Context: an optimization exercise on an open-source flow, tuned for small area, a short achievable clock period and few clock cycles per item. The choices shown serve that exercise and are no tape-out recipe.
In this exercise RTL edits were held to simulation tests only and were not proved equivalent to the original.
Power is estimated from default activity; no workload was simulated.

`design/flow/config.mk`:
```
export PLATFORM = sky130hd
export DESIGN_NAME = qad_peak_note
export DESIGN_NICKNAME = qad_peak_note
export VERILOG_FILES = /design/flow/design.v
export SDC_FILE = /design/flow/constraint.sdc
export NUM_CORES = 4
export LEC_CHECK = 0
export CAP_MARGIN = 20
export CORE_MARGIN = 2
export CORE_UTILIZATION = 60
export SLEW_MARGIN = 20
```
`design/flow/constraint.sdc`:
```
create_clock -name core_clock -period 15.0 [get_ports {clk}]
set_input_delay 3.0000 -clock core_clock [delete_from_list [all_inputs] [get_ports {clk}]]
set_output_delay 3.0000 -clock core_clock [all_outputs]
set_load 0.01 [all_outputs]
```
`design/flow/design.v`:
```
module qad_peak_note (
    input  wire        clk,
    input  wire        rst,           
    input  wire        in_valid,
    output wire        in_ready,
    input  wire [44:0] in_re,         
    input  wire [44:0] in_im,         
    input  wire [3:0]  log2n,         
    input  wire [19:0] sr,            
    output wire        out_valid,
    input  wire        out_ready,
    output wire [3:0]  code,          
    output wire [10:0] peak_bin,
    output wire [43:0] peak_mag,
    output wire [30:0] freq,          
    output wire [8:0]  note_key,      
    output wire [3:0]  note_pc,
    output wire [5:0]  note_oct,      
    output wire [15:0] note_name,     
    output wire [31:0] note_freq,     
    output wire [31:0] note_dev       
);
    localparam M  = 10;               
    localparam QW = 2 * M + 2;        
    localparam DW = 2 * M + 5;        
    localparam LB = M + 2;            
    reg         in_ready_r;
    reg         expect_first;         
    reg  [10:0] cnt;                  
    reg  [3:0]  l2n_q;
    reg  [19:0] sr_q;
    reg         acc_done;             
    reg         s1_v, s1_first, s1_last;
    reg  [44:0] s1_a, s1_b;           
    reg  [5:0]  s1_s;                 
    reg  [5:0]  s1_sn;                
    assign in_ready = in_ready_r;
    wire   in_fire  = in_valid && in_ready_r;
    wire [3:0]  cur_l2n  = expect_first ? log2n : l2n_q;
    wire [10:0] nxt_idx  = expect_first ? 11'd0 : cnt + 11'd1;
    wire [11:0] half     = 12'd1 << (cur_l2n - 4'd1);
    wire        nxt_last = ({1'b0, nxt_idx} == half - 12'd1);
    wire [43:0] y_re = in_re[43:0] ^ {44{in_re[44]}};
    wire [43:0] y_im = in_im[43:0] ^ {44{in_im[44]}};
    wire [43:0] y_or = y_re | y_im;
    wire [44:M] sfx;                  
    wire [43:M] top;
    assign sfx[44] = 1'b0;
    genvar gi;
    generate
        for (gi = M; gi < 44; gi = gi + 1) begin : g_lod
            assign sfx[gi] = sfx[gi + 1] | y_or[gi];
            assign top[gi] = y_or[gi] & !sfx[gi + 1];
        end
    endgenerate
    reg  [5:0]  s_in;
    integer i;
    always @(*) begin
        s_in = 6'd0;
        for (i = M; i < 44; i = i + 1)
            s_in = s_in | ({6{top[i]}} & (i[5:0] - M + 6'd1));
    end
    reg         r_v, r_first, r_last;
    reg  [QW-1:0] r_r0, r_r1;
    reg  [5:0]  r_s;
    reg  [10:0] r_idx;
    reg  [44:0] x2_a, x2_b;
    wire [43:0] ysh_a = s1_a[43:0] >> s1_s;
    wire [43:0] ysh_b = s1_b[43:0] >> ~s1_sn;
    wire        g_a   = s1_a[44] && (s1_s == 6'd0);
    wire        g_b   = s1_b[44] && (s1_s == 6'd0);
    wire [QW-1:0] sq_r0, sq_r1;
    qad_sq2 u_sq (.a(ysh_a[M-1:0]), .b(ysh_b[M-1:0]), .ga(g_a), .gb(g_b),
                  .r0(sq_r0), .r1(sq_r1));
    localparam [1:0] S_RUN    = 2'd0,    
                     S_FBWAIT = 2'd1,    
                     S_FBCALC = 2'd2,    
                     S_FBCMP  = 2'd3;    
    reg  [1:0]  st;
    reg  [44:0] c_a, c_b;             
    reg  [44:0] cand_a, cand_b;       
    reg  [10:0] cand_k;
    reg  [QW-1:0] cand_q;
    reg  [5:0]  cand_s;
    reg         ev_gt_q;              
    reg  [10:0] best_k;
    reg  [QW-1:0] q_b;                
    reg  [5:0]  s_b;                  
    reg         fe_pend;              
    wire [QW-1:0] q_k = r_r0 + r_r1;
    reg  d_eq, d_p1, d_m1, d_big;
    reg  [DW-1:0] qb_al;              
    wire [DW-1:0] csa_x = {3'b0, r_r0};
    wire [DW-1:0] csa_y = {3'b0, r_r1};
    wire [DW-1:0] csa_z = ~qb_al;
    wire [DW-1:0] csa_s = csa_x ^ csa_y ^ csa_z;
    wire [DW-1:0] csa_c = (csa_x & csa_y) | (csa_x & csa_z) | (csa_y & csa_z);
    wire [DW-1:0] dq    = csa_s + {csa_c[DW-2:0], 1'b1};
    wire d_neg  = dq[DW-1];
    wire ge_b   = !d_neg && (|dq[DW-2:LB]);        
    wire ge_b2  = !d_neg && (|dq[DW-2:LB-1]);      
    wire ge_4b  = !d_neg && (|dq[DW-2:LB+2]);      
    wire ge_1   = !d_neg && (|dq[DW-2:0]);         
    wire le_mb  = d_neg && !(&dq[DW-2:LB]);        
    wire le_0   = d_neg || !(|dq[DW-2:0]);         
    wire gt_sure = d_big || (d_eq && ((s_b == 6'd0) ? ge_1 : ge_b))
                         || (d_p1 && ge_b2) || (d_m1 && ge_4b);
    wire near    = d_eq || d_p1 || d_m1;
    wire lt_sure = !d_big && (!near || ((r_s == 6'd0) ? le_0 : le_mb));
    wire ev      = (st == S_RUN) && r_v;
    wire ev_gt   = ev && (r_first || gt_sure);
    wire ev_unc  = ev && !r_first && !gt_sure && !lt_sure;
    reg         ex_busy, ex_fb, acc_full, pb_valid;
    reg  [5:0]  ex_cnt;
    reg  [45:0] ex_hi;
    reg  [43:0] ex_lo;
    reg  [87:0] p_best;               
    reg         xa_bit, xb_bit;       
    wire [5:0]  ex_cnt1 = ex_cnt + 6'd1;
    reg         ex_pre;
    wire [63:0] ca_ext  = {20'd0, c_a[43:0]};
    wire [63:0] cb_ext  = {20'd0, c_b[43:0]};
    wire [46:0] row_a  = ex_pre ? ((c_a[44]) ? {2'b0, c_a[43:0], 1'b1} : 47'd0)
                                : (xa_bit ? {3'b0, c_a[43:0]} : 47'd0);
    wire [46:0] row_b  = ex_pre ? ((c_b[44]) ? {2'b0, c_b[43:0], 1'b1} : 47'd0)
                                : (xb_bit ? {3'b0, c_b[43:0]} : 47'd0);
    wire [46:0] ex_sum = {1'b0, ex_hi} + row_a + row_b;
    wire [87:0] ex_p   = {ex_hi[43:0], ex_lo};
    wire        ex_gt  = (ex_p > p_best);
    reg         isq_busy;
    reg  [5:0]  isq_cnt;
    reg  [45:0] sq_rem;
    reg  [43:0] sq_root;
    wire [47:0] sq_rem_sh = {sq_rem, p_best[87:86]};
    wire [47:0] sq_trial  = {2'b00, sq_root, 2'b01};
    wire [48:0] sq_diff   = {1'b0, sq_rem_sh} - {1'b0, sq_trial};
    wire        sq_ge     = !sq_diff[48];
    localparam [2:0] P_IDLE = 3'd0, P_HORN = 3'd1, P_NORM = 3'd2,
                     P_THR  = 3'd3, P_FIN  = 3'd4, P_NF   = 3'd5, P_DEV = 3'd6;
    reg  [2:0]  pst;
    reg  [3:0]  pcnt;
    reg  [10:0] pk;
    reg  [19:0] sr_p;
    reg  [3:0]  l2n_p;
    reg  [30:0] v;
    reg  [31:0] nf;
    reg  [31:0] dev;
    reg  [4:0]  p;
    reg  [4:0]  sc;
    reg         out_v;
    reg         map_done;
    wire post_free = !isq_busy && (pst == P_IDLE) && !map_done && !out_v;
    wire handoff   = fe_pend && (st == S_RUN) && !ev_gt_q && !ex_busy && pb_valid && post_free;
    reg         h_bit;                
    wire [4:0]  hb_idx = {1'b0, l2n_p} - 5'd3 - {1'b0, pcnt};
    wire        h_bit_nx = !hb_idx[4] && pk[hb_idx[3:0]];
    wire [4:0]  hb_idx0 = {1'b0, l2n_q} - 5'd2;
    wire        h_bit0  = !hb_idx0[4] && best_k[hb_idx0[3:0]];
    reg  [31:0] pa_a, pa_b;
    reg         pa_ci;
    wire [32:0] pa_sum = {1'b0, pa_a} + {1'b0, pa_b} + {32'd0, pa_ci};
    wire [30:0] v_next = pa_sum[30:0];
    reg [30:0] tq;
    always @(*) begin
        case (pcnt)
            4'd0:  tq = 31'd1129491589;
            4'd1:  tq = 31'd1196654653;
            4'd2:  tq = 31'd1267811442;
            4'd3:  tq = 31'd1343199433;
            4'd4:  tq = 31'd1423070228;
            4'd5:  tq = 31'd1507690387;
            4'd6:  tq = 31'd1597342323;
            4'd7:  tq = 31'd1692325240;
            4'd8:  tq = 31'd1792956136;
            4'd9:  tq = 31'd1899570855;
            4'd10: tq = 31'd2012525216;
            default: tq = 31'd2132196193;
        endcase
    end
    wire m_ge = pa_sum[32];
    always @(*) begin
        case (pst)
            P_HORN: begin                
                pa_a  = {1'b0, v[29:0], 1'b0};
                pa_b  = h_bit ? {12'd0, sr_p} : 32'd0;
                pa_ci = 1'b0;
            end
            P_THR: begin                 
                pa_a  = {1'b0, nf[30:0]};
                pa_b  = {1'b1, ~tq};
                pa_ci = 1'b1;
            end
            P_NF: begin                  
                pa_a  = {1'b0, nf[31:1]};
                pa_b  = 32'd0;
                pa_ci = nf[0];
            end
            default: begin               
                pa_a  = {1'b0, v};
                pa_b  = ~nf;
                pa_ci = 1'b1;
            end
        endcase
    end
    wire [3:0] rr_sel = (pcnt == 4'd12) ? 4'd0 : pcnt;
    reg [30:0] cf;
    always @(*) begin
        case (rr_sel)
            4'd0:  cf = 31'd1097337155;
            4'd1:  cf = 31'd1162588218;
            4'd2:  cf = 31'd1231719311;
            4'd3:  cf = 31'd1304961152;
            4'd4:  cf = 31'd1382558180;
            4'd5:  cf = 31'd1464769368;
            4'd6:  cf = 31'd1551869087;
            4'd7:  cf = 31'd1644148025;
            4'd8:  cf = 31'd1741914154;
            4'd9:  cf = 31'd1845493760;
            4'd10: cf = 31'd1955232530;
            default: cf = 31'd2071496706;
        endcase
    end
    wire [4:0] q_sel = (pcnt == 4'd12) ? p + 5'd1 : p;
    reg  dc;                          
    assign out_valid = out_v;
    assign code      = {2'b00, dc, 1'b1};
    assign peak_bin  = pk;
    assign peak_mag  = sq_root;
    assign freq      = v;
    assign note_freq = nf;
    assign note_dev  = dev;
    wire [4:0] q  = q_sel;
    wire [3:0] rr = rr_sel;
    wire signed [9:0] key = $signed({1'b0, q, 3'b000}) + $signed({2'b00, q, 2'b00})
                            + $signed({6'b0, rr}) - 10'sd200;
    wire [4:0] rr4  = {1'b0, rr} + 5'd4;
    wire       wrap = (rr4 >= 5'd12);
    wire [3:0] pc   = wrap ? rr4[3:0] - 4'd12 : rr4[3:0];
    wire signed [5:0] oct = $signed({1'b0, q}) - 6'sd17 + $signed({5'b0, wrap});
    reg [15:0] name;
    reg  [8:0] key_r;
    reg  [3:0] pc_r;
    reg  [5:0] oct_r;
    always @(*) begin
        case (pc_r)
            4'd0:  name = 16'h0043;
            4'd1:  name = 16'h2343;
            4'd2:  name = 16'h0044;
            4'd3:  name = 16'h2344;
            4'd4:  name = 16'h0045;
            4'd5:  name = 16'h0046;
            4'd6:  name = 16'h2346;
            4'd7:  name = 16'h0047;
            4'd8:  name = 16'h2347;
            4'd9:  name = 16'h0041;
            4'd10: name = 16'h2341;
            default: name = 16'h0042;
        endcase
    end
    assign note_key  = dc ? 9'd0  : key_r;
    assign note_pc   = dc ? 4'd0  : pc_r;
    assign note_oct  = dc ? 6'd0  : oct_r;
    assign note_name = dc ? 16'd0 : name;
    reg [1:0] st_nx;
    always @(*) begin
        st_nx = st;
        case (st)
            S_RUN:    if (ev_unc) st_nx = S_FBWAIT;
            S_FBWAIT: if (!ex_busy && pb_valid && !isq_busy && !ev_gt_q) st_nx = S_FBCALC;
            S_FBCALC: if (ex_cnt == 6'd43 && !ex_pre) st_nx = S_FBCMP;
            default:  st_nx = S_RUN;
        endcase
    end
    wire r_adv       = s1_v && (!r_v || ev);               
    wire [5:0] r_s_nx = r_adv ? s1_s : r_s;
    wire [6:0] rn1    = {1'b0, r_s_nx} + 7'd1;
    wire [6:0] sb1    = {1'b0, s_b} + 7'd1;
    wire [6:0] rs1    = {1'b0, r_s} + 7'd1;
    wire [6:0] cs1    = {1'b0, cand_s} + 7'd1;
    wire [3:0] cmp_keep = {({1'b0, r_s_nx} > sb1), (rn1 == {1'b0, s_b}),
                           ({1'b0, r_s_nx} == sb1), (r_s_nx == s_b)};
    wire [3:0] cmp_bin  = {({1'b0, r_s_nx} > rs1), (rn1 == {1'b0, r_s}),
                           ({1'b0, r_s_nx} == rs1), (r_s_nx == r_s)};
    wire [3:0] cmp_cand = {({1'b0, r_s_nx} > cs1), (rn1 == {1'b0, cand_s}),
                           ({1'b0, r_s_nx} == cs1), (r_s_nx == cand_s)};
    wire       fb_win   = (st == S_FBCMP) && ex_gt;
    wire [3:0] cmp_nx   = fb_win ? cmp_cand : ev_gt ? cmp_bin : cmp_keep;
    wire [DW-1:0] al_keep = cmp_keep[2] ? {1'b0, q_b, 2'b00} :
                            cmp_keep[1] ? {5'b0, q_b[QW-1:2]} : {3'b0, q_b};
    wire [DW-1:0] al_bin  = cmp_bin[2] ? {1'b0, q_k, 2'b00} :
                            cmp_bin[1] ? {5'b0, q_k[QW-1:2]} : {3'b0, q_k};
    wire [DW-1:0] al_cand = cmp_cand[2] ? {1'b0, cand_q, 2'b00} :
                            cmp_cand[1] ? {5'b0, cand_q[QW-1:2]} : {3'b0, cand_q};
    wire [DW-1:0] al_nx   = fb_win ? al_cand : ev_gt ? al_bin : al_keep;
    wire s1_v_nx     = in_fire || (s1_v && !r_adv);
    wire r_v_nx      = r_adv || (r_v && !ev);
    wire acc_done_nx = (acc_done && !handoff) || (in_fire && nxt_last);
    wire ex_start    = ev_gt_q;                            
    wire fb_start    = (st == S_FBWAIT) && (st_nx == S_FBCALC);
    always @(posedge clk) begin
        if (rst) begin
            in_ready_r   <= 1'b0;
            expect_first <= 1'b1;
            acc_done     <= 1'b0;
            s1_v         <= 1'b0;
            r_v          <= 1'b0;
            st           <= S_RUN;
            ev_gt_q      <= 1'b0;
            fe_pend      <= 1'b0;
            ex_busy      <= 1'b0;
            ex_fb        <= 1'b0;
            acc_full     <= 1'b0;
            pb_valid     <= 1'b0;
            isq_busy     <= 1'b0;
            pst          <= P_IDLE;
            out_v        <= 1'b0;
            map_done     <= 1'b0;
        end else begin
            st         <= st_nx;
            s1_v       <= s1_v_nx;
            r_v        <= r_v_nx;
            acc_done   <= acc_done_nx;
            in_ready_r <= !acc_done_nx && (!s1_v_nx || !r_v_nx || st_nx == S_RUN);
            ev_gt_q    <= ev_gt;
            {d_big, d_m1, d_p1, d_eq} <= cmp_nx;
            qb_al      <= al_nx;
            if (in_fire) begin
                s1_a     <= {in_re[44], y_re};
                s1_b     <= {in_im[44], y_im};
                s1_s     <= s_in;
                s1_sn    <= ~s_in;
                s1_first <= expect_first;
                s1_last  <= nxt_last;
                cnt      <= nxt_idx;
                expect_first <= nxt_last;
                if (expect_first) begin
                    l2n_q <= log2n;
                    sr_q  <= sr;
                end
            end
            if (r_adv) begin
                r_r0    <= sq_r0;
                r_r1    <= sq_r1;
                r_s     <= s1_s;
                r_first <= s1_first;
                r_last  <= s1_last;
                r_idx   <= cnt;
                x2_a    <= s1_a;
                x2_b    <= s1_b;
            end
            if (ev && r_last)
                fe_pend <= 1'b1;
            if (ev_gt) begin
                q_b <= q_k;
                s_b <= r_s;
            end
            if (ev) begin
                cand_a <= x2_a;
                cand_b <= x2_b;
                cand_k <= r_idx;
                cand_q <= q_k;
                cand_s <= r_s;
            end
            if (ev_gt_q || fb_start) begin
                c_a <= cand_a;
                c_b <= cand_b;
            end
            if (ev_gt_q)
                best_k <= cand_k;
            if (ex_start || fb_start) begin
                ex_pre   <= 1'b1;
                ex_busy  <= 1'b1;
                ex_fb    <= fb_start;
                ex_cnt   <= 6'd0;
                ex_hi    <= 46'd0;
                acc_full <= 1'b0;
                if (ex_start)
                    pb_valid <= 1'b0;
            end else if (ex_busy && ex_pre) begin
                ex_pre <= 1'b0;
                xa_bit <= c_a[0];
                xb_bit <= c_b[0];
                ex_hi  <= ex_sum[45:0];
            end else if (ex_busy) begin
                xa_bit <= ca_ext[ex_cnt1];
                xb_bit <= cb_ext[ex_cnt1];
                ex_hi  <= ex_sum[46:1];
                ex_lo  <= {ex_sum[0], ex_lo[43:1]};
                ex_cnt <= ex_cnt + 6'd1;
                if (ex_cnt == 6'd43) begin
                    ex_busy  <= 1'b0;
                    acc_full <= !ex_fb;
                end
            end else if (acc_full && !isq_busy) begin
                p_best   <= ex_p;
                pb_valid <= 1'b1;
                acc_full <= 1'b0;
            end
            if (fb_win) begin
                p_best <= ex_p;
                best_k <= cand_k;
                q_b    <= cand_q;
                s_b    <= cand_s;
            end
            if (handoff) begin
                fe_pend  <= 1'b0;
                pb_valid <= 1'b0;
                isq_busy <= 1'b1;
                isq_cnt  <= 6'd0;
                sq_rem   <= 46'd0;
                sq_root  <= 44'd0;
                pk       <= best_k;
                dc       <= (best_k == 11'd0);
                sr_p     <= sr_q;
                l2n_p    <= l2n_q;
                v        <= 31'd0;
                pcnt     <= 4'd0;
                h_bit    <= h_bit0;
                pst      <= P_HORN;
            end
            if (isq_busy) begin
                p_best <= {p_best[85:0], 2'b00};
                if (sq_ge) begin
                    sq_rem  <= sq_diff[45:0];
                    sq_root <= {sq_root[42:0], 1'b1};
                end else begin
                    sq_rem  <= sq_rem_sh[45:0];
                    sq_root <= {sq_root[42:0], 1'b0};
                end
                isq_cnt <= isq_cnt + 6'd1;
                if (isq_cnt == 6'd43)
                    isq_busy <= 1'b0;
            end
            case (pst)
                P_HORN: begin
                    v    <= v_next;
                    h_bit <= h_bit_nx;
                    pcnt <= pcnt + 4'd1;
                    if (pcnt == 4'd10) begin
                        nf   <= {1'b0, v_next};
                        p    <= 5'd30;
                        pst  <= dc ? P_DEV : P_NORM;
                    end
                end
                P_NORM: begin
                    if (nf[30:23] == 8'd0) begin
                        nf <= {1'b0, nf[22:0], 8'd0};
                        p  <= p - 5'd8;
                    end else if (!nf[30]) begin
                        nf <= {1'b0, nf[29:0], 1'b0};
                        p  <= p - 5'd1;
                    end else begin
                        pcnt <= 4'd0;
                        pst  <= P_THR;
                    end
                end
                P_THR: begin
                    if (pcnt != 4'd12 && m_ge)
                        pcnt <= pcnt + 4'd1;
                    else
                        pst <= P_FIN;
                end
                P_FIN: begin
                    key_r <= key[8:0];
                    pc_r  <= pc;
                    oct_r <= oct;
                    if (q_sel >= 5'd30) begin
                        nf  <= (q_sel == 5'd31) ? {cf, 1'b0} : {1'b0, cf};
                        pst <= P_DEV;
                    end else begin
                        nf  <= {1'b0, cf};
                        sc  <= 5'd29 - q_sel;
                        pst <= P_NF;
                    end
                end
                P_NF: begin
                    if (sc >= 5'd8) begin
                        nf <= nf >> 8;
                        sc <= sc - 5'd8;
                    end else if (sc != 5'd0) begin
                        nf <= nf >> 1;
                        sc <= sc - 5'd1;
                    end else begin
                        nf  <= pa_sum[31:0];
                        pst <= P_DEV;
                    end
                end
                P_DEV: begin
                    if (dc) begin
                        nf  <= 32'd0;
                        dev <= 32'd0;
                    end else
                        dev <= pa_sum[31:0];
                    pst <= P_IDLE;
                end
                default: ;
            endcase
            if (pst == P_DEV)
                map_done <= 1'b1;
            if (map_done && !isq_busy) begin
                map_done <= 1'b0;
                out_v    <= 1'b1;
            end
            if (out_v && out_ready)
                out_v <= 1'b0;
        end
    end
endmodule
module qad_sq2 (
    input  wire [9:0] a,
    input  wire [9:0] b,
    input  wire        ga,
    input  wire        gb,
    output wire [21:0] r0,
    output wire [21:0] r1
);
    wire t1, t2;
    assign t1 = (a[0] & a[9]) ^ (a[1] & a[8]);
    assign t2 = (a[0] & a[9]) & (a[1] & a[8]);
    wire t3, t4;
    assign t3 = (a[0] & a[5]) ^ (a[1] & a[4]);
    assign t4 = (a[0] & a[5]) & (a[1] & a[4]);
    wire t5, t6;
    assign t5 = (a[0] & a[7]) ^ (a[1] & a[6]) ^ (a[2] & a[5]);
    assign t6 = ((a[0] & a[7]) & (a[1] & a[6])) | ((a[0] & a[7]) & (a[2] & a[5])) | ((a[1] & a[6]) & (a[2] & a[5]));
    wire t7, t8;
    assign t7 = (a[3] & a[4]) ^ a[4];
    assign t8 = (a[3] & a[4]) & a[4];
    wire t9, t10;
    assign t9 = (a[0] & a[8]) ^ (a[1] & a[7]) ^ (a[2] & a[6]);
    assign t10 = ((a[0] & a[8]) & (a[1] & a[7])) | ((a[0] & a[8]) & (a[2] & a[6])) | ((a[1] & a[7]) & (a[2] & a[6]));
    wire t11, t12;
    assign t11 = (a[3] & a[5]) ^ (ga & a[8]);
    assign t12 = (a[3] & a[5]) & (ga & a[8]);
    wire t13, t14;
    assign t13 = t1 ^ (a[2] & a[7]) ^ (a[3] & a[6]);
    assign t14 = (t1 & (a[2] & a[7])) | (t1 & (a[3] & a[6])) | ((a[2] & a[7]) & (a[3] & a[6]));
    wire t15, t16;
    assign t15 = (a[4] & a[5]) ^ a[5] ^ (ga & a[9]);
    assign t16 = ((a[4] & a[5]) & a[5]) | ((a[4] & a[5]) & (ga & a[9])) | (a[5] & (ga & a[9]));
    wire t17, t18;
    assign t17 = (b[0] & b[9]) ^ (b[1] & b[8]) ^ (b[2] & b[7]);
    assign t18 = ((b[0] & b[9]) & (b[1] & b[8])) | ((b[0] & b[9]) & (b[2] & b[7])) | ((b[1] & b[8]) & (b[2] & b[7]));
    wire t19, t20;
    assign t19 = t2 ^ (a[1] & a[9]) ^ (a[2] & a[8]);
    assign t20 = (t2 & (a[1] & a[9])) | (t2 & (a[2] & a[8])) | ((a[1] & a[9]) & (a[2] & a[8]));
    wire t21, t22;
    assign t21 = (a[3] & a[7]) ^ (a[4] & a[6]);
    assign t22 = (a[3] & a[7]) & (a[4] & a[6]);
    wire t23, t24;
    assign t23 = (a[2] & a[9]) ^ (a[3] & a[8]) ^ (a[4] & a[7]);
    assign t24 = ((a[2] & a[9]) & (a[3] & a[8])) | ((a[2] & a[9]) & (a[4] & a[7])) | ((a[3] & a[8]) & (a[4] & a[7]));
    wire t25, t26;
    assign t25 = (a[5] & a[6]) ^ a[6];
    assign t26 = (a[5] & a[6]) & a[6];
    wire t27, t28;
    assign t27 = (a[0] & a[3]) ^ (a[1] & a[2]) ^ a[2];
    assign t28 = ((a[0] & a[3]) & (a[1] & a[2])) | ((a[0] & a[3]) & a[2]) | ((a[1] & a[2]) & a[2]);
    wire t29, t30;
    assign t29 = (a[0] & a[4]) ^ (a[1] & a[3]);
    assign t30 = (a[0] & a[4]) & (a[1] & a[3]);
    wire t31, t32;
    assign t31 = t3 ^ (a[2] & a[3]) ^ a[3];
    assign t32 = (t3 & (a[2] & a[3])) | (t3 & a[3]) | ((a[2] & a[3]) & a[3]);
    wire t33, t34;
    assign t33 = (ga & a[5]) ^ (b[0] & b[5]) ^ (b[1] & b[4]);
    assign t34 = ((ga & a[5]) & (b[0] & b[5])) | ((ga & a[5]) & (b[1] & b[4])) | ((b[0] & b[5]) & (b[1] & b[4]));
    wire t35, t36;
    assign t35 = t4 ^ (a[0] & a[6]) ^ (a[1] & a[5]);
    assign t36 = (t4 & (a[0] & a[6])) | (t4 & (a[1] & a[5])) | ((a[0] & a[6]) & (a[1] & a[5]));
    wire t37, t38;
    assign t37 = (a[2] & a[4]) ^ (ga & a[6]) ^ (b[0] & b[6]);
    assign t38 = ((a[2] & a[4]) & (ga & a[6])) | ((a[2] & a[4]) & (b[0] & b[6])) | ((ga & a[6]) & (b[0] & b[6]));
    wire t39, t40;
    assign t39 = (b[1] & b[5]) ^ (b[2] & b[4]);
    assign t40 = (b[1] & b[5]) & (b[2] & b[4]);
    wire t41, t42;
    assign t41 = t5 ^ t7 ^ (ga & a[7]);
    assign t42 = (t5 & t7) | (t5 & (ga & a[7])) | (t7 & (ga & a[7]));
    wire t43, t44;
    assign t43 = (b[0] & b[7]) ^ (b[1] & b[6]) ^ (b[2] & b[5]);
    assign t44 = ((b[0] & b[7]) & (b[1] & b[6])) | ((b[0] & b[7]) & (b[2] & b[5])) | ((b[1] & b[6]) & (b[2] & b[5]));
    wire t45, t46;
    assign t45 = (b[3] & b[4]) ^ b[4] ^ (gb & b[7]);
    assign t46 = ((b[3] & b[4]) & b[4]) | ((b[3] & b[4]) & (gb & b[7])) | (b[4] & (gb & b[7]));
    wire t47, t48;
    assign t47 = t6 ^ t8 ^ t9;
    assign t48 = (t6 & t8) | (t6 & t9) | (t8 & t9);
    wire t49, t50;
    assign t49 = t11 ^ (b[0] & b[8]) ^ (b[1] & b[7]);
    assign t50 = (t11 & (b[0] & b[8])) | (t11 & (b[1] & b[7])) | ((b[0] & b[8]) & (b[1] & b[7]));
    wire t51, t52;
    assign t51 = (b[2] & b[6]) ^ (b[3] & b[5]) ^ (gb & b[8]);
    assign t52 = ((b[2] & b[6]) & (b[3] & b[5])) | ((b[2] & b[6]) & (gb & b[8])) | ((b[3] & b[5]) & (gb & b[8]));
    wire t53, t54;
    assign t53 = t10 ^ t12 ^ t13;
    assign t54 = (t10 & t12) | (t10 & t13) | (t12 & t13);
    wire t55, t56;
    assign t55 = t15 ^ t17 ^ (b[3] & b[6]);
    assign t56 = (t15 & t17) | (t15 & (b[3] & b[6])) | (t17 & (b[3] & b[6]));
    wire t57, t58;
    assign t57 = (b[4] & b[5]) ^ b[5] ^ (gb & b[9]);
    assign t58 = ((b[4] & b[5]) & b[5]) | ((b[4] & b[5]) & (gb & b[9])) | (b[5] & (gb & b[9]));
    wire t59, t60;
    assign t59 = t14 ^ t16 ^ t18;
    assign t60 = (t14 & t16) | (t14 & t18) | (t16 & t18);
    wire t61, t62;
    assign t61 = t19 ^ t21 ^ (b[1] & b[9]);
    assign t62 = (t19 & t21) | (t19 & (b[1] & b[9])) | (t21 & (b[1] & b[9]));
    wire t63, t64;
    assign t63 = (b[2] & b[8]) ^ (b[3] & b[7]) ^ (b[4] & b[6]);
    assign t64 = ((b[2] & b[8]) & (b[3] & b[7])) | ((b[2] & b[8]) & (b[4] & b[6])) | ((b[3] & b[7]) & (b[4] & b[6]));
    wire t65, t66;
    assign t65 = t20 ^ t22 ^ t23;
    assign t66 = (t20 & t22) | (t20 & t23) | (t22 & t23);
    wire t67, t68;
    assign t67 = t25 ^ (b[2] & b[9]) ^ (b[3] & b[8]);
    assign t68 = (t25 & (b[2] & b[9])) | (t25 & (b[3] & b[8])) | ((b[2] & b[9]) & (b[3] & b[8]));
    wire t69, t70;
    assign t69 = (b[4] & b[7]) ^ (b[5] & b[6]) ^ b[6];
    assign t70 = ((b[4] & b[7]) & (b[5] & b[6])) | ((b[4] & b[7]) & b[6]) | ((b[5] & b[6]) & b[6]);
    wire t71, t72;
    assign t71 = t24 ^ t26 ^ (a[3] & a[9]);
    assign t72 = (t24 & t26) | (t24 & (a[3] & a[9])) | (t26 & (a[3] & a[9]));
    wire t73, t74;
    assign t73 = (a[4] & a[8]) ^ (a[5] & a[7]) ^ (b[3] & b[9]);
    assign t74 = ((a[4] & a[8]) & (a[5] & a[7])) | ((a[4] & a[8]) & (b[3] & b[9])) | ((a[5] & a[7]) & (b[3] & b[9]));
    wire t75, t76;
    assign t75 = (b[4] & b[8]) ^ (b[5] & b[7]);
    assign t76 = (b[4] & b[8]) & (b[5] & b[7]);
    wire t77, t78;
    assign t77 = (a[4] & a[9]) ^ (a[5] & a[8]) ^ (a[6] & a[7]);
    assign t78 = ((a[4] & a[9]) & (a[5] & a[8])) | ((a[4] & a[9]) & (a[6] & a[7])) | ((a[5] & a[8]) & (a[6] & a[7]));
    wire t79, t80;
    assign t79 = a[7] ^ (b[4] & b[9]) ^ (b[5] & b[8]);
    assign t80 = (a[7] & (b[4] & b[9])) | (a[7] & (b[5] & b[8])) | ((b[4] & b[9]) & (b[5] & b[8]));
    wire t81, t82;
    assign t81 = (b[6] & b[7]) ^ b[7];
    assign t82 = (b[6] & b[7]) & b[7];
    wire t83, t84;
    assign t83 = (a[5] & a[9]) ^ (a[6] & a[8]);
    assign t84 = (a[5] & a[9]) & (a[6] & a[8]);
    wire t85, t86;
    assign t85 = (a[6] & a[9]) ^ (a[7] & a[8]);
    assign t86 = (a[6] & a[9]) & (a[7] & a[8]);
    wire t87, t88;
    assign t87 = (a[0] & a[1]) ^ a[1] ^ (ga & a[1]);
    assign t88 = ((a[0] & a[1]) & a[1]) | ((a[0] & a[1]) & (ga & a[1])) | (a[1] & (ga & a[1]));
    wire t89, t90;
    assign t89 = (a[0] & a[2]) ^ (ga & a[2]);
    assign t90 = (a[0] & a[2]) & (ga & a[2]);
    wire t91, t92;
    assign t91 = t27 ^ (ga & a[3]) ^ (b[0] & b[3]);
    assign t92 = (t27 & (ga & a[3])) | (t27 & (b[0] & b[3])) | ((ga & a[3]) & (b[0] & b[3]));
    wire t93, t94;
    assign t93 = (b[1] & b[2]) ^ b[2];
    assign t94 = (b[1] & b[2]) & b[2];
    wire t95, t96;
    assign t95 = t28 ^ t29 ^ (ga & a[4]);
    assign t96 = (t28 & t29) | (t28 & (ga & a[4])) | (t29 & (ga & a[4]));
    wire t97, t98;
    assign t97 = (b[0] & b[4]) ^ (b[1] & b[3]) ^ (gb & b[4]);
    assign t98 = ((b[0] & b[4]) & (b[1] & b[3])) | ((b[0] & b[4]) & (gb & b[4])) | ((b[1] & b[3]) & (gb & b[4]));
    wire t99, t100;
    assign t99 = t30 ^ t31 ^ t33;
    assign t100 = (t30 & t31) | (t30 & t33) | (t31 & t33);
    wire t101, t102;
    assign t101 = (b[2] & b[3]) ^ b[3] ^ (gb & b[5]);
    assign t102 = ((b[2] & b[3]) & b[3]) | ((b[2] & b[3]) & (gb & b[5])) | (b[3] & (gb & b[5]));
    wire t103, t104;
    assign t103 = t32 ^ t34 ^ t35;
    assign t104 = (t32 & t34) | (t32 & t35) | (t34 & t35);
    wire t105, t106;
    assign t105 = t37 ^ t39 ^ (gb & b[6]);
    assign t106 = (t37 & t39) | (t37 & (gb & b[6])) | (t39 & (gb & b[6]));
    wire t107, t108;
    assign t107 = t36 ^ t38 ^ t40;
    assign t108 = (t36 & t38) | (t36 & t40) | (t38 & t40);
    wire t109, t110;
    assign t109 = t41 ^ t43 ^ t45;
    assign t110 = (t41 & t43) | (t41 & t45) | (t43 & t45);
    wire t111, t112;
    assign t111 = t42 ^ t44 ^ t46;
    assign t112 = (t42 & t44) | (t42 & t46) | (t44 & t46);
    wire t113, t114;
    assign t113 = t47 ^ t49 ^ t51;
    assign t114 = (t47 & t49) | (t47 & t51) | (t49 & t51);
    wire t115, t116;
    assign t115 = t48 ^ t50 ^ t52;
    assign t116 = (t48 & t50) | (t48 & t52) | (t50 & t52);
    wire t117, t118;
    assign t117 = t53 ^ t55 ^ t57;
    assign t118 = (t53 & t55) | (t53 & t57) | (t55 & t57);
    wire t119, t120;
    assign t119 = t54 ^ t56 ^ t58;
    assign t120 = (t54 & t56) | (t54 & t58) | (t56 & t58);
    wire t121, t122;
    assign t121 = t59 ^ t61 ^ t63;
    assign t122 = (t59 & t61) | (t59 & t63) | (t61 & t63);
    wire t123, t124;
    assign t123 = t60 ^ t62 ^ t64;
    assign t124 = (t60 & t62) | (t60 & t64) | (t62 & t64);
    wire t125, t126;
    assign t125 = t65 ^ t67 ^ t69;
    assign t126 = (t65 & t67) | (t65 & t69) | (t67 & t69);
    wire t127, t128;
    assign t127 = t66 ^ t68 ^ t70;
    assign t128 = (t66 & t68) | (t66 & t70) | (t68 & t70);
    wire t129, t130;
    assign t129 = t71 ^ t73 ^ t75;
    assign t130 = (t71 & t73) | (t71 & t75) | (t73 & t75);
    wire t131, t132;
    assign t131 = t72 ^ t74 ^ t76;
    assign t132 = (t72 & t74) | (t72 & t76) | (t74 & t76);
    wire t133, t134;
    assign t133 = t77 ^ t79 ^ t81;
    assign t134 = (t77 & t79) | (t77 & t81) | (t79 & t81);
    wire t135, t136;
    assign t135 = t78 ^ t80 ^ t82;
    assign t136 = (t78 & t80) | (t78 & t82) | (t80 & t82);
    wire t137, t138;
    assign t137 = t83 ^ (b[5] & b[9]) ^ (b[6] & b[8]);
    assign t138 = (t83 & (b[5] & b[9])) | (t83 & (b[6] & b[8])) | ((b[5] & b[9]) & (b[6] & b[8]));
    wire t139, t140;
    assign t139 = t84 ^ t85 ^ a[8];
    assign t140 = (t84 & t85) | (t84 & a[8]) | (t85 & a[8]);
    wire t141, t142;
    assign t141 = (b[6] & b[9]) ^ (b[7] & b[8]) ^ b[8];
    assign t142 = ((b[6] & b[9]) & (b[7] & b[8])) | ((b[6] & b[9]) & b[8]) | ((b[7] & b[8]) & b[8]);
    wire t143, t144;
    assign t143 = t86 ^ (a[7] & a[9]);
    assign t144 = t86 & (a[7] & a[9]);
    wire t145, t146;
    assign t145 = (a[8] & a[9]) ^ a[9];
    assign t146 = (a[8] & a[9]) & a[9];
    wire t147, t148;
    assign t147 = a[0] ^ ga;
    assign t148 = a[0] & ga;
    wire t149, t150;
    assign t149 = t87 ^ (b[0] & b[1]);
    assign t150 = t87 & (b[0] & b[1]);
    wire t151, t152;
    assign t151 = t88 ^ t89 ^ (b[0] & b[2]);
    assign t152 = (t88 & t89) | (t88 & (b[0] & b[2])) | (t89 & (b[0] & b[2]));
    wire t153, t154;
    assign t153 = t90 ^ t91 ^ t93;
    assign t154 = (t90 & t91) | (t90 & t93) | (t91 & t93);
    wire t155, t156;
    assign t155 = t92 ^ t94 ^ t95;
    assign t156 = (t92 & t94) | (t92 & t95) | (t94 & t95);
    wire t157, t158;
    assign t157 = t96 ^ t98 ^ t99;
    assign t158 = (t96 & t98) | (t96 & t99) | (t98 & t99);
    wire t159, t160;
    assign t159 = t100 ^ t102 ^ t103;
    assign t160 = (t100 & t102) | (t100 & t103) | (t102 & t103);
    wire t161, t162;
    assign t161 = t104 ^ t106 ^ t107;
    assign t162 = (t104 & t106) | (t104 & t107) | (t106 & t107);
    wire t163, t164;
    assign t163 = t108 ^ t110 ^ t111;
    assign t164 = (t108 & t110) | (t108 & t111) | (t110 & t111);
    wire t165, t166;
    assign t165 = t112 ^ t114 ^ t115;
    assign t166 = (t112 & t114) | (t112 & t115) | (t114 & t115);
    wire t167, t168;
    assign t167 = t116 ^ t118 ^ t119;
    assign t168 = (t116 & t118) | (t116 & t119) | (t118 & t119);
    wire t169, t170;
    assign t169 = t120 ^ t122 ^ t123;
    assign t170 = (t120 & t122) | (t120 & t123) | (t122 & t123);
    wire t171, t172;
    assign t171 = t124 ^ t126 ^ t127;
    assign t172 = (t124 & t126) | (t124 & t127) | (t126 & t127);
    wire t173, t174;
    assign t173 = t128 ^ t130 ^ t131;
    assign t174 = (t128 & t130) | (t128 & t131) | (t130 & t131);
    wire t175, t176;
    assign t175 = t132 ^ t134 ^ t135;
    assign t176 = (t132 & t134) | (t132 & t135) | (t134 & t135);
    wire t177, t178;
    assign t177 = t136 ^ t138 ^ t139;
    assign t178 = (t136 & t138) | (t136 & t139) | (t138 & t139);
    wire t179, t180;
    assign t179 = t140 ^ t142 ^ t143;
    assign t180 = (t140 & t142) | (t140 & t143) | (t142 & t143);
    wire t181, t182;
    assign t181 = t144 ^ t145 ^ (b[8] & b[9]);
    assign t182 = (t144 & t145) | (t144 & (b[8] & b[9])) | (t145 & (b[8] & b[9]));
    wire t183, t184;
    assign t183 = t147 ^ b[0];
    assign t184 = t147 & b[0];
    wire t185, t186;
    assign t185 = t148 ^ (ga & a[0]) ^ (gb & b[0]);
    assign t186 = (t148 & (ga & a[0])) | (t148 & (gb & b[0])) | ((ga & a[0]) & (gb & b[0]));
    wire t187, t188;
    assign t187 = t149 ^ b[1] ^ (gb & b[1]);
    assign t188 = (t149 & b[1]) | (t149 & (gb & b[1])) | (b[1] & (gb & b[1]));
    wire t189, t190;
    assign t189 = t150 ^ t151 ^ (gb & b[2]);
    assign t190 = (t150 & t151) | (t150 & (gb & b[2])) | (t151 & (gb & b[2]));
    wire t191, t192;
    assign t191 = t152 ^ t153 ^ (gb & b[3]);
    assign t192 = (t152 & t153) | (t152 & (gb & b[3])) | (t153 & (gb & b[3]));
    wire t193, t194;
    assign t193 = t154 ^ t155 ^ t97;
    assign t194 = (t154 & t155) | (t154 & t97) | (t155 & t97);
    wire t195, t196;
    assign t195 = t156 ^ t157 ^ t101;
    assign t196 = (t156 & t157) | (t156 & t101) | (t157 & t101);
    wire t197, t198;
    assign t197 = t158 ^ t159 ^ t105;
    assign t198 = (t158 & t159) | (t158 & t105) | (t159 & t105);
    wire t199, t200;
    assign t199 = t160 ^ t161 ^ t109;
    assign t200 = (t160 & t161) | (t160 & t109) | (t161 & t109);
    wire t201, t202;
    assign t201 = t162 ^ t163 ^ t113;
    assign t202 = (t162 & t163) | (t162 & t113) | (t163 & t113);
    wire t203, t204;
    assign t203 = t164 ^ t165 ^ t117;
    assign t204 = (t164 & t165) | (t164 & t117) | (t165 & t117);
    wire t205, t206;
    assign t205 = t166 ^ t167 ^ t121;
    assign t206 = (t166 & t167) | (t166 & t121) | (t167 & t121);
    wire t207, t208;
    assign t207 = t168 ^ t169 ^ t125;
    assign t208 = (t168 & t169) | (t168 & t125) | (t169 & t125);
    wire t209, t210;
    assign t209 = t170 ^ t171 ^ t129;
    assign t210 = (t170 & t171) | (t170 & t129) | (t171 & t129);
    wire t211, t212;
    assign t211 = t172 ^ t173 ^ t133;
    assign t212 = (t172 & t173) | (t172 & t133) | (t173 & t133);
    wire t213, t214;
    assign t213 = t174 ^ t175 ^ t137;
    assign t214 = (t174 & t175) | (t174 & t137) | (t175 & t137);
    wire t215, t216;
    assign t215 = t176 ^ t177 ^ t141;
    assign t216 = (t176 & t177) | (t176 & t141) | (t177 & t141);
    wire t217, t218;
    assign t217 = t178 ^ t179 ^ (b[7] & b[9]);
    assign t218 = (t178 & t179) | (t178 & (b[7] & b[9])) | (t179 & (b[7] & b[9]));
    wire t219, t220;
    assign t219 = t180 ^ t181 ^ b[9];
    assign t220 = (t180 & t181) | (t180 & b[9]) | (t181 & b[9]);
    wire t221, t222;
    assign t221 = t182 ^ t146;
    assign t222 = t182 & t146;
    assign r0 = {1'b0, t222, t220, t218, t216, t214, t212, t210, t208, t206, t204, t202, t200, t198, t196, t194, t192, t190, t188, t186, t184, t183};
    assign r1 = {1'b0, 1'b0, t221, t219, t217, t215, t213, t211, t209, t207, t205, t203, t201, t199, t197, t195, t193, t191, t189, t187, t185, gb};
endmodule
```
`design/flow/run.sh`:
```
#!/bin/bash
# synth_recipe.tcl (not shown) runs the flow's synth.tcl, then flattens the netlist and writes it again
# the make line also repeats each setting of config.mk as NAME=value (left out here)
make -C /OpenROAD-flow-scripts/flow DESIGN_CONFIG=/design/flow/config.mk WORK_HOME=/design/flow/orfs CLKGATE_MAP_FILE= SYNTH_SCRIPT=/design/flow/synth_recipe.tcl finish
```
==> flow_summary.yaml, run 1 <==
critical_path:
  crit_type: "reg -> reg"
  crit_family: "compound AO/OA/AOI/OAI gates"
  path_depth: 24
  rr_worst_depth: 24
  crit_end: "tq[18]"
  crit-reg2reg-launch: "pst[2]"
  required_ns: 15.58
  crit_buf_inv: 4
  cp_slowest_cell: "nor2b_1"
  startpoint_type: "flip-flop"
  critical_path.max_stage_delay_ns: 0.62
  r2r_setup_slack_ns: 7.95
  critPathMaxFanout: 71
  cp-startpoint: "pst[2]"
  cp_data_arrival_time_ns: 7.63
  endpoint_kind: "flip-flop"
  r2r_end: "tq[18]"
  cp_cell_sequence: "buf_4 -> nand2_1 -> nand2_2 -> buf_4 -> o21ai_0 -> fa_1 -> fa_1 -> nor2b_1 -> o21ai_0 -> a21boi_0 -> o21ai_0 -> a21boi_0 -> o21ai_1 -> a211o_1 -> a21oi_1 -> o22ai_1 -> nand3_1 -> nor2b_1 -> inv_1 -> ha_1 -> inv_1 -> nand2_1 -> a21oi_1 -> a21oi_1"
routing:
  via_count: 48437
  drc_errors: 0
  wire_per_inst_um: 21.2
  postRouteAntennaNets: 0
  via_per_inst: 6.04
  first_iter_violations: 4529
  wl_um: 170000
  dr.pass1.iters: 6
clocking:
  clockBufferDepth: 3
  postCtsResizedCells: 0
  htree_levels: 3
  clkSlewWorstSetupHoldPaths_ns: 0.06
  cts_buffers: 110
  cts_tree: "built"
  clkLatencyLatePin_ns: 0.73
  cts_root_buf: "clkbuf_16"
  post_cts_buffers: 0
  cts_hold_buf: 0
  clock_sinks: 1074
global_routing:
  grt_pass1_wl_um: 268000
  grt_max_degree: 93
  gr-usage-met3_pct: 3.11
  grt-busiest-layer: "met2"
  grt_pass1_vias: 47123
  grt.met2_usage_pct: 48.6
  overflow: 0
  antenna_found_initial: 1
  grt_usage_pct: 29.3
  met1_usage_pct: 40.9
die:
  pin_count: 309
  rows: 123
  die_h_um: 340
  initial_core_util_pct: 60.3
  fp.dieArea_mm2: 0.115
  core_mm2: 0.112
  die_w_um: 340
layout:
  syn_to_final_growth_pct: 11.8
  multi_input_comb_area_mm2: 0.0325
  layout_common_cells: "edfxtp_1, inv_1, nor2_1"
  drive_above_1_share_pct: 8.06
  fill_cells: 8649
  num_antenna_cells: 0
  layout.cells.non_filler: 8024
  fin_util_pct: 67.4
  layout_commonest_cell: "edfxtp_1"
  nets: 7056
  seq_area_mm2: 0.0317
sta:
  setup-violations-final: 0
  max_slew_margin_pct: 20.5
  finalHoldViolCount: 0
  fmax_mhz: 142
  rsz0062_at_grt: "false"
  fin_ws_ns: 7.95
  tightest_slew_ns: 1.18
  period_share_pct: 47.0
  fin_setup_tns_ns: 0
  fin_crit_ns: 7.05
  drv_slew: 0
  clock_skew_ns: 0.0313
power:
  peakVddDrop_mv: 0.112
  p_per_area_mw_per_mm2: 120
  leakagePower_nw: 29.4
synthesis:
  ys_seq_elements: 1074
  synth_edf_count: 1021
  synth.distinct_cells: 100
  post_synth.cell_area_avg_um2: 10.8
  synth-main-ff-cell: "edfxtp_1"
  yosysWarningCount: 1
  synthArstFlopShare_pct: 0
  yosysSeqAreaShare_pct: 47.0
  netlist_area_mm2: 0.0675
  netlist_instances: 6272
place:
  portBuffers: 296
  dp_slack_ns: 8.14
  hpwlAfterDp_um: 124000
  gp_congestion: 0.942
  dp_cells: 7815
run_status:
  status: "complete, no violations"
run:
  cap_violations: 0
hold_path:
  hold_class: "reg -> reg"
## through the flow
| step | area (um2) | power [mW] | hold WS, ns |
|---|---|---|---|
| 3_3_place_gp | 71700 | 6.23 | 0.401 |
| 4_1_cts | 75400 | 9.09 | 0.413 |
| 3_5_place_dp | 71700 | 6.26 | 0.405 |
| 6_report | 75500 | 9.08 | 0.413 |
| 5_1_grt | 75500 | 9.49 | 0.419 |
| 2_1_floorplan | 67600 | 5.47 | 0.400 |
## worst min-delay path by stage
stage                    start          to  slack, ns  cells past startpoint
floorplan            cand_k[0]   best_k[0]       0.40                      0
global placement      x2_a[11]  cand_a[11]       0.40                      0
detailed placement   cand_a[4]      c_a[4]       0.40                      0
CTS                 cand_b[29]     c_b[29]       0.41                      0
global route          sr_q[12]    sr_p[12]       0.42                      0
finish              cand_b[29]     c_b[29]       0.41                      0
## cells by family (layout without fill, tap and decap cells)
group	after synthesis	after routing	share of synthesized area, %
other	2	12	0.0111
xor gates and xnor gates	320	320	4.16
DFF	1074	1074	47.0
and+or+nand+nor	1541	1541	10.6
muxes	375	375	7.50
buffers and inverters	916	1158	5.28
AOI/OAI and AO/OA	1537	1537	14.4
adders and majority gates	507	507	11.1
## layout make-up
| cell class | instances | area share [%] |
|---|---|---|
| Clock buffer | 140 | 3.93 |
| Clock inverter | 64 | 0.978 |
| Inverter | 581 | 2.89 |
| Multi-Input combinational cell | 4292 | 43.0 |
| Sequential cell | 1074 | 42.0 |
| Tap cell | 1500 | 2.49 |
| Timing Repair Buffer | 373 | 4.70 |
## sequential cells by signal (all words and copies together) (netlist names), 21 cells and up
name	cells
c_a	45
c_b	45
cand_a	45
cand_b	45
cand_q	22
csa_x	21
dev	32
ex_hi	46
ex_lo	44
nf	32
p_best	88
q_b	22
qb_al	24
s1_a	45
s1_b	45
sq_rem	46
sq_root	44
tq	30
v	31
x2_a	45
x2_b	45
## cells in the mapped netlist (34+ instances only)
cell	number	share of area, %
nor2b_1	95	0.88
nand3_1	84	0.62
nor2_1	569	3.2
a22oi_1	105	1.2
a211oi_1	95	1.1
mux2_2	98	1.6
a21oi_1	465	3.4
a31oi_1	38	0.35
clkbuf_1	249	1.4
nand2_1	407	2.3
ha_1	354	6.6
buf_1	45	0.25
o21ai_0	332	2.5
mux2i_1	182	2.7
nand4_1	54	0.50
a22o_1	35	0.45
and2_1	34	0.31
edfxtp_1	1021	45
xor2_1	173	2.2
nor3_1	67	0.50
mux4_2	95	3.2
a21o_1	123	1.4
fa_1	152	4.5
o21a_1	47	0.52
inv_1	575	3.2
nand2b_1	61	0.56
o22ai_1	51	0.47
xnor2_1	146	1.9
dfxtp_1	53	1.6
## routing by layer
metal | up-vias | part of all wire [%]
met5 | - | 0.0071
li1 | 23011 | -
met4 | 2 | 2.8
met3 | 315 | 5.6
met1 | 23447 | 44
met2 | 1662 | 48
## where the power goes
group | leakage [nW] | internal, mW | switching [mW]
clock network | 1.79 | 1.63 | 1.20
registers | 9.75 | 3.50 | 0.157
logic | 17.9 | 0.982 | 1.63
Testbench counts, summed over its fixed seeds: cycles 114,331, bins 108,544.
==> run 2, diff against run 1 <==
--- a/design/flow/design.v
+++ b/design/flow/design.v
@@ -89,7 +89,8 @@
     reg         fe_pend;              
     wire [QW-1:0] q_k = r_r0 + r_r1;
     reg  d_eq, d_p1, d_m1, d_big;
-    reg  [DW-1:0] qb_al;              
+    wire [DW-1:0] qb_al = d_m1 ? {1'b0, q_b, 2'b00} :
+                          d_p1 ? {5'b0, q_b[QW-1:2]} : {3'b0, q_b};
     wire [DW-1:0] csa_x = {3'b0, r_r0};
     wire [DW-1:0] csa_y = {3'b0, r_r1};
     wire [DW-1:0] csa_z = ~qb_al;
@@ -156,70 +157,35 @@
     wire        h_bit_nx = !hb_idx[4] && pk[hb_idx[3:0]];
     wire [4:0]  hb_idx0 = {1'b0, l2n_q} - 5'd2;
     wire        h_bit0  = !hb_idx0[4] && best_k[hb_idx0[3:0]];
-    reg  [31:0] pa_a, pa_b;
-    reg         pa_ci;
-    wire [32:0] pa_sum = {1'b0, pa_a} + {1'b0, pa_b} + {32'd0, pa_ci};
-    wire [30:0] v_next = pa_sum[30:0];
-    reg [30:0] tq;
-    always @(*) begin
-        case (pcnt)
-            4'd0:  tq = 31'd1129491589;
-            4'd1:  tq = 31'd1196654653;
-            4'd2:  tq = 31'd1267811442;
-            4'd3:  tq = 31'd1343199433;
-            4'd4:  tq = 31'd1423070228;
-            4'd5:  tq = 31'd1507690387;
-            4'd6:  tq = 31'd1597342323;
-            4'd7:  tq = 31'd1692325240;
-            4'd8:  tq = 31'd1792956136;
-            4'd9:  tq = 31'd1899570855;
-            4'd10: tq = 31'd2012525216;
-            default: tq = 31'd2132196193;
-        endcase
-    end
-    wire m_ge = pa_sum[32];
-    always @(*) begin
-        case (pst)
-            P_HORN: begin                
-                pa_a  = {1'b0, v[29:0], 1'b0};
-                pa_b  = h_bit ? {12'd0, sr_p} : 32'd0;
-                pa_ci = 1'b0;
-            end
-            P_THR: begin                 
-                pa_a  = {1'b0, nf[30:0]};
-                pa_b  = {1'b1, ~tq};
-                pa_ci = 1'b1;
-            end
-            P_NF: begin                  
-                pa_a  = {1'b0, nf[31:1]};
-                pa_b  = 32'd0;
-                pa_ci = nf[0];
-            end
-            default: begin               
-                pa_a  = {1'b0, v};
-                pa_b  = ~nf;
-                pa_ci = 1'b1;
-            end
-        endcase
-    end
+    wire [30:0] v_next = {v[29:0], 1'b0} + (h_bit ? {11'd0, sr_p} : 31'd0);
+    wire [30:0] tq =
+        (pcnt == 4'd0) ? 31'd1129491589 :
+        (pcnt == 4'd1) ? 31'd1196654653 :
+        (pcnt == 4'd2) ? 31'd1267811442 :
+        (pcnt == 4'd3) ? 31'd1343199433 :
+        (pcnt == 4'd4) ? 31'd1423070228 :
+        (pcnt == 4'd5) ? 31'd1507690387 :
+        (pcnt == 4'd6) ? 31'd1597342323 :
+        (pcnt == 4'd7) ? 31'd1692325240 :
+        (pcnt == 4'd8) ? 31'd1792956136 :
+        (pcnt == 4'd9) ? 31'd1899570855 :
+        (pcnt == 4'd10) ? 31'd2012525216 :
+        31'd2132196193;
+    wire m_ge = (nf[30:0] >= tq);
     wire [3:0] rr_sel = (pcnt == 4'd12) ? 4'd0 : pcnt;
-    reg [30:0] cf;
-    always @(*) begin
-        case (rr_sel)
-            4'd0:  cf = 31'd1097337155;
-            4'd1:  cf = 31'd1162588218;
-            4'd2:  cf = 31'd1231719311;
-            4'd3:  cf = 31'd1304961152;
-            4'd4:  cf = 31'd1382558180;
-            4'd5:  cf = 31'd1464769368;
-            4'd6:  cf = 31'd1551869087;
-            4'd7:  cf = 31'd1644148025;
-            4'd8:  cf = 31'd1741914154;
-            4'd9:  cf = 31'd1845493760;
-            4'd10: cf = 31'd1955232530;
-            default: cf = 31'd2071496706;
-        endcase
-    end
+    wire [30:0] cf =
+        (rr_sel == 4'd0) ? 31'd1097337155 :
+        (rr_sel == 4'd1) ? 31'd1162588218 :
+        (rr_sel == 4'd2) ? 31'd1231719311 :
+        (rr_sel == 4'd3) ? 31'd1304961152 :
+        (rr_sel == 4'd4) ? 31'd1382558180 :
+        (rr_sel == 4'd5) ? 31'd1464769368 :
+        (rr_sel == 4'd6) ? 31'd1551869087 :
+        (rr_sel == 4'd7) ? 31'd1644148025 :
+        (rr_sel == 4'd8) ? 31'd1741914154 :
+        (rr_sel == 4'd9) ? 31'd1845493760 :
+        (rr_sel == 4'd10) ? 31'd1955232530 :
+        31'd2071496706;
     wire [4:0] q_sel = (pcnt == 4'd12) ? p + 5'd1 : p;
     reg  dc;                          
     assign out_valid = out_v;
@@ -237,26 +203,22 @@
     wire       wrap = (rr4 >= 5'd12);
     wire [3:0] pc   = wrap ? rr4[3:0] - 4'd12 : rr4[3:0];
     wire signed [5:0] oct = $signed({1'b0, q}) - 6'sd17 + $signed({5'b0, wrap});
-    reg [15:0] name;
     reg  [8:0] key_r;
     reg  [3:0] pc_r;
     reg  [5:0] oct_r;
-    always @(*) begin
-        case (pc_r)
-            4'd0:  name = 16'h0043;
-            4'd1:  name = 16'h2343;
-            4'd2:  name = 16'h0044;
-            4'd3:  name = 16'h2344;
-            4'd4:  name = 16'h0045;
-            4'd5:  name = 16'h0046;
-            4'd6:  name = 16'h2346;
-            4'd7:  name = 16'h0047;
-            4'd8:  name = 16'h2347;
-            4'd9:  name = 16'h0041;
-            4'd10: name = 16'h2341;
-            default: name = 16'h0042;
-        endcase
-    end
+    wire [15:0] name =
+        (pc_r == 4'd0) ? 16'h0043 :
+        (pc_r == 4'd1) ? 16'h2343 :
+        (pc_r == 4'd2) ? 16'h0044 :
+        (pc_r == 4'd3) ? 16'h2344 :
+        (pc_r == 4'd4) ? 16'h0045 :
+        (pc_r == 4'd5) ? 16'h0046 :
+        (pc_r == 4'd6) ? 16'h2346 :
+        (pc_r == 4'd7) ? 16'h0047 :
+        (pc_r == 4'd8) ? 16'h2347 :
+        (pc_r == 4'd9) ? 16'h0041 :
+        (pc_r == 4'd10) ? 16'h2341 :
+        16'h0042;
     assign note_key  = dc ? 9'd0  : key_r;
     assign note_pc   = dc ? 4'd0  : pc_r;
     assign note_oct  = dc ? 6'd0  : oct_r;
@@ -285,13 +247,6 @@
                            ({1'b0, r_s_nx} == cs1), (r_s_nx == cand_s)};
     wire       fb_win   = (st == S_FBCMP) && ex_gt;
     wire [3:0] cmp_nx   = fb_win ? cmp_cand : ev_gt ? cmp_bin : cmp_keep;
-    wire [DW-1:0] al_keep = cmp_keep[2] ? {1'b0, q_b, 2'b00} :
-                            cmp_keep[1] ? {5'b0, q_b[QW-1:2]} : {3'b0, q_b};
-    wire [DW-1:0] al_bin  = cmp_bin[2] ? {1'b0, q_k, 2'b00} :
-                            cmp_bin[1] ? {5'b0, q_k[QW-1:2]} : {3'b0, q_k};
-    wire [DW-1:0] al_cand = cmp_cand[2] ? {1'b0, cand_q, 2'b00} :
-                            cmp_cand[1] ? {5'b0, cand_q[QW-1:2]} : {3'b0, cand_q};
-    wire [DW-1:0] al_nx   = fb_win ? al_cand : ev_gt ? al_bin : al_keep;
     wire s1_v_nx     = in_fire || (s1_v && !r_adv);
     wire r_v_nx      = r_adv || (r_v && !ev);
     wire acc_done_nx = (acc_done && !handoff) || (in_fire && nxt_last);
@@ -323,7 +278,6 @@
             in_ready_r <= !acc_done_nx && (!s1_v_nx || !r_v_nx || st_nx == S_RUN);
             ev_gt_q    <= ev_gt;
             {d_big, d_m1, d_p1, d_eq} <= cmp_nx;
-            qb_al      <= al_nx;
             if (in_fire) begin
                 s1_a     <= {in_re[44], y_re};
                 s1_b     <= {in_im[44], y_im};
@@ -481,7 +435,7 @@
                         nf <= nf >> 1;
                         sc <= sc - 5'd1;
                     end else begin
-                        nf  <= pa_sum[31:0];
+                        nf  <= (nf >> 1) + {31'd0, nf[0]};
                         pst <= P_DEV;
                     end
                 end
@@ -490,7 +444,7 @@
                         nf  <= 32'd0;
                         dev <= 32'd0;
                     end else
-                        dev <= pa_sum[31:0];
+                        dev <= {1'b0, v} - nf;
                     pst <= P_IDLE;
                 end
                 default: ;
==> flow_summary.yaml, run 2 <==
sta:
  fmax_mhz: 157
  max_slew_margin_pct: 28.0
  tightest_slew_ns: 1.07
  fin_crit_ns: 6.37
  period_share_pct: 42.5
  clock_skew_ns: 0.0345
  setup-violations-final: 0
  finalHoldViolCount: 0
  rsz0062_at_grt: "false"
  fin_setup_tns_ns: 0
  drv_slew: 0
synthesis:
  yosysMostFrequentCell: "edfxtp_1"
  synth_edf_count: 997
  synth.distinct_cells: 92
  synth-main-ff-cell: "edfxtp_1"
  synthArstFlopShare_pct: 0
  yosysWarningCount: 1
  synthTopCellsByArea: "edfxtp_1, ha_1, fa_1"
  ys_seq_elements: 1016
  yosysTopAreaCell: "edfxtp_1"
  netlist_area_mm2: 0.0650
  post_synth.cell_area_avg_um2: 10.6
  synth_top_area_share_pct: 46.1
  netlist_instances: 6134
  ys_top_cells_by_count: "edfxtp_1, inv_1, nor2_1, nand2_1, a21oi_1"
  yosysSeqAreaShare_pct: 46.7
layout:
  num_antenna_cells: 0
  layout_commonest_cell: "edfxtp_1"
  layout_common_cells: "edfxtp_1, inv_1, nor2_1"
  largest_reg_flops: 88
  seq_area_mm2: 0.0303
  regMostFlops: "p_best"
  fin_area_mm2: 0.0729
  reg.largest.list: "p_best (88), ex_hi (46), sq_rem (46)"
  drive_above_1_share_pct: 7.59
  syn_to_final_growth_pct: 12.2
  nets: 7009
  fill_cells: 8299
  multi_input_comb_area_mm2: 0.0314
clocking:
  htree_levels: 3
  clockBufferDepth: 3
  clock_sinks: 1016
  cts_root_buf: "clkbuf_16"
  post_cts_buffers: 0
  cts_tree: "built"
  clkLatencyLatePin_ns: 0.70
  cts_hold_buf: 0
  postCtsResizedCells: 0
  cts_buffers: 104
  clkSlewWorstSetupHoldPaths_ns: 0.06
run:
  cap_violations: 0
place:
  hpwlAfterDp_um: 122000
  place_area_mm2: 0.0693
  gp_congestion: 0.943
  portBuffers: 296
global_routing:
  grt_pass1_vias: 46042
  grt_usage_pct: 29.1
  grt_pass1_wl_um: 256000
  antenna_found_initial: 1
  overflow: 0
  grt_max_degree: 92
power:
  peakVddDrop_mv: 0.0918
  p_per_area_mw_per_mm2: 89.4
  leakagePower_nw: 28.7
routing:
  drc_errors: 0
  via_count: 47158
  first_iter_violations: 4112
  wire_per_inst_um: 20.7
  dr.pass1.iters: 5
  via_per_inst: 6.02
  postRouteAntennaNets: 0
  wl_um: 162000
critical_path:
  cp_cell_sequence: "and2_1 -> buf_4 -> a22oi_1 -> fa_1 -> inv_1 -> ha_1 -> inv_1 -> fa_1 -> nor2b_1 -> o21ai_0 -> a21boi_0 -> o211ai_1 -> a21oi_1 -> o221ai_1 -> a2111oi_0 -> o2111ai_1 -> a2111oi_0 -> o21ai_0 -> a21bo_2 -> o21bai_1 -> mux2i_1 -> o21ai_0"
  cp_slowest_cell: "a2111oi_0"
  startpoint_type: "flip-flop"
  timing.critical_path.mode_cell: "o21ai_0"
  critPathMaxFanout: 44
  critical_path.max_stage_delay_ns: 0.69
  required_ns: 15.45
  endpoint_kind: "flip-flop"
  cp_data_arrival_time_ns: 6.82
  crit_type: "reg -> reg"
die:
  initial_core_util_pct: 60.6
  rows: 120
  die_h_um: 333
  fp.dieArea_mm2: 0.111
  core_mm2: 0.107
  pin_count: 309
  die_w_um: 333
hold_path:
  hold_class: "reg -> reg"
run_status:
  status: "complete, no violations"
-- run 2: worst max-delay path: cells and delay by family (launching register included) --
kind / cells / cell delay (ns)
compound gates: 13 / 3.45
mux: 1 / 0.19
simple gates: 2 / 0.31
fa+ha+maj: 3 / 1.04
flops: 1 / 0.60
buf+inv: 3 / 0.50
-- run 2: cells by family after synthesis --
| kind of cell | share of synthesized area [%] |
|---|---|
| xor+xnor | 4.68 |
| mux | 6.15 |
| buf+inv | 5.34 |
| compound gates | 13.1 |
| other cells | 0.0116 |
| simple gates | 11.7 |
| fa+ha+maj | 12.3 |
| flops | 46.7 |
-- run 2: through the flow --
step | util [%] | worst slack [ns] | power [mW] | hold WS [ns] | instances
after floorplan | - | 4.95 | 3.69 | 0.400 | 6144
after global placement | 64.7 | 8.37 | 3.88 | 0.401 | 7637
after detailed placement | 64.7 | 8.30 | 3.89 | 0.405 | 7637
after CTS | 67.9 | 8.73 | 6.55 | 0.390 | 7830
after global routing | 68.0 | 8.12 | 6.73 | 0.399 | 7833
final | 68.0 | 8.63 | 6.51 | 0.391 | 7833
-- run 2: cell type report --
type | count | share of cell area (%)
Inverter | 617 | 3.18
Sequential cell | 1016 | 41.6
Tap cell | 1403 | 2.41
Multi-Input combinational cell | 4224 | 43.0
Clock inverter | 80 | 1.17
Clock buffer | 113 | 3.66
Timing Repair Buffer | 380 | 4.95
-- run 2: path summary, 6_finish.rpt --
check             from         to  slack [ns]  cells after the start
min          cand_k[5]  best_k[5]        0.39                      0
max             ex_pre  ex_hi[44]        8.63                     22
max reg2reg     ex_pre  ex_hi[44]        8.63                     22
min reg2reg  cand_k[5]  best_k[5]        0.39                      0
-- run 2: power by group --
part           internal, mW  leakage, nW  switching, mW  total [mW]
registers              3.15         9.24         0.0356        3.18
logic                 0.265         17.7          0.396       0.661
clock network          1.55         1.73           1.12        2.67
total                  4.96         28.7           1.55        6.51
-- run 2: per-layer routing --
layer	track usage, %	vias to the layer above	part of all wire [%]
li1	-	22413	-
met1	39.8	22679	42
met2	48.5	1760	48
met3	2.91	306	6.0
met4	10.8	0	3.6
met5	0	-	0
Testbench counts of run 2, summed over its fixed seeds: cycles 114,331, bins 108,544.

afterwards: timing with drivers on the ports:
In the flow no input, the clock included, has a driving cell. The finished layouts below were timed again as built, in two steps.
Step 1 assumes that a clkbuf_16 drives the clock port and a buf_2 every other input.
Step 2 moves the port delays by t, midway between the first and last clock arrival at a register: inputs arrive t later, outputs are due t later. That takes back most of the time a late clock gives input paths.
Three values: no drivers, after step 1, after step 2; two values: the first two.
run	shift t [ns]	setup WS [ns]	hold WS [ns]	latest minus earliest clock arrival (ns)	worst data-port slew with drivers (ns)
run 1	0.785	7.949 / 7.949 / 7.949	0.413 / 0.413 / 0.413	0.036 / 0.036	0.11
run 2	0.760	8.626 / 8.626 / 8.319	0.391 / 0.391 / 0.391	0.035 / 0.035	0.09
After both steps every run listed still meets setup and hold. For run 2, which loses most, drivers alone change the setup slack by 0.000 ns; drivers and shift together by -0.307 ns.
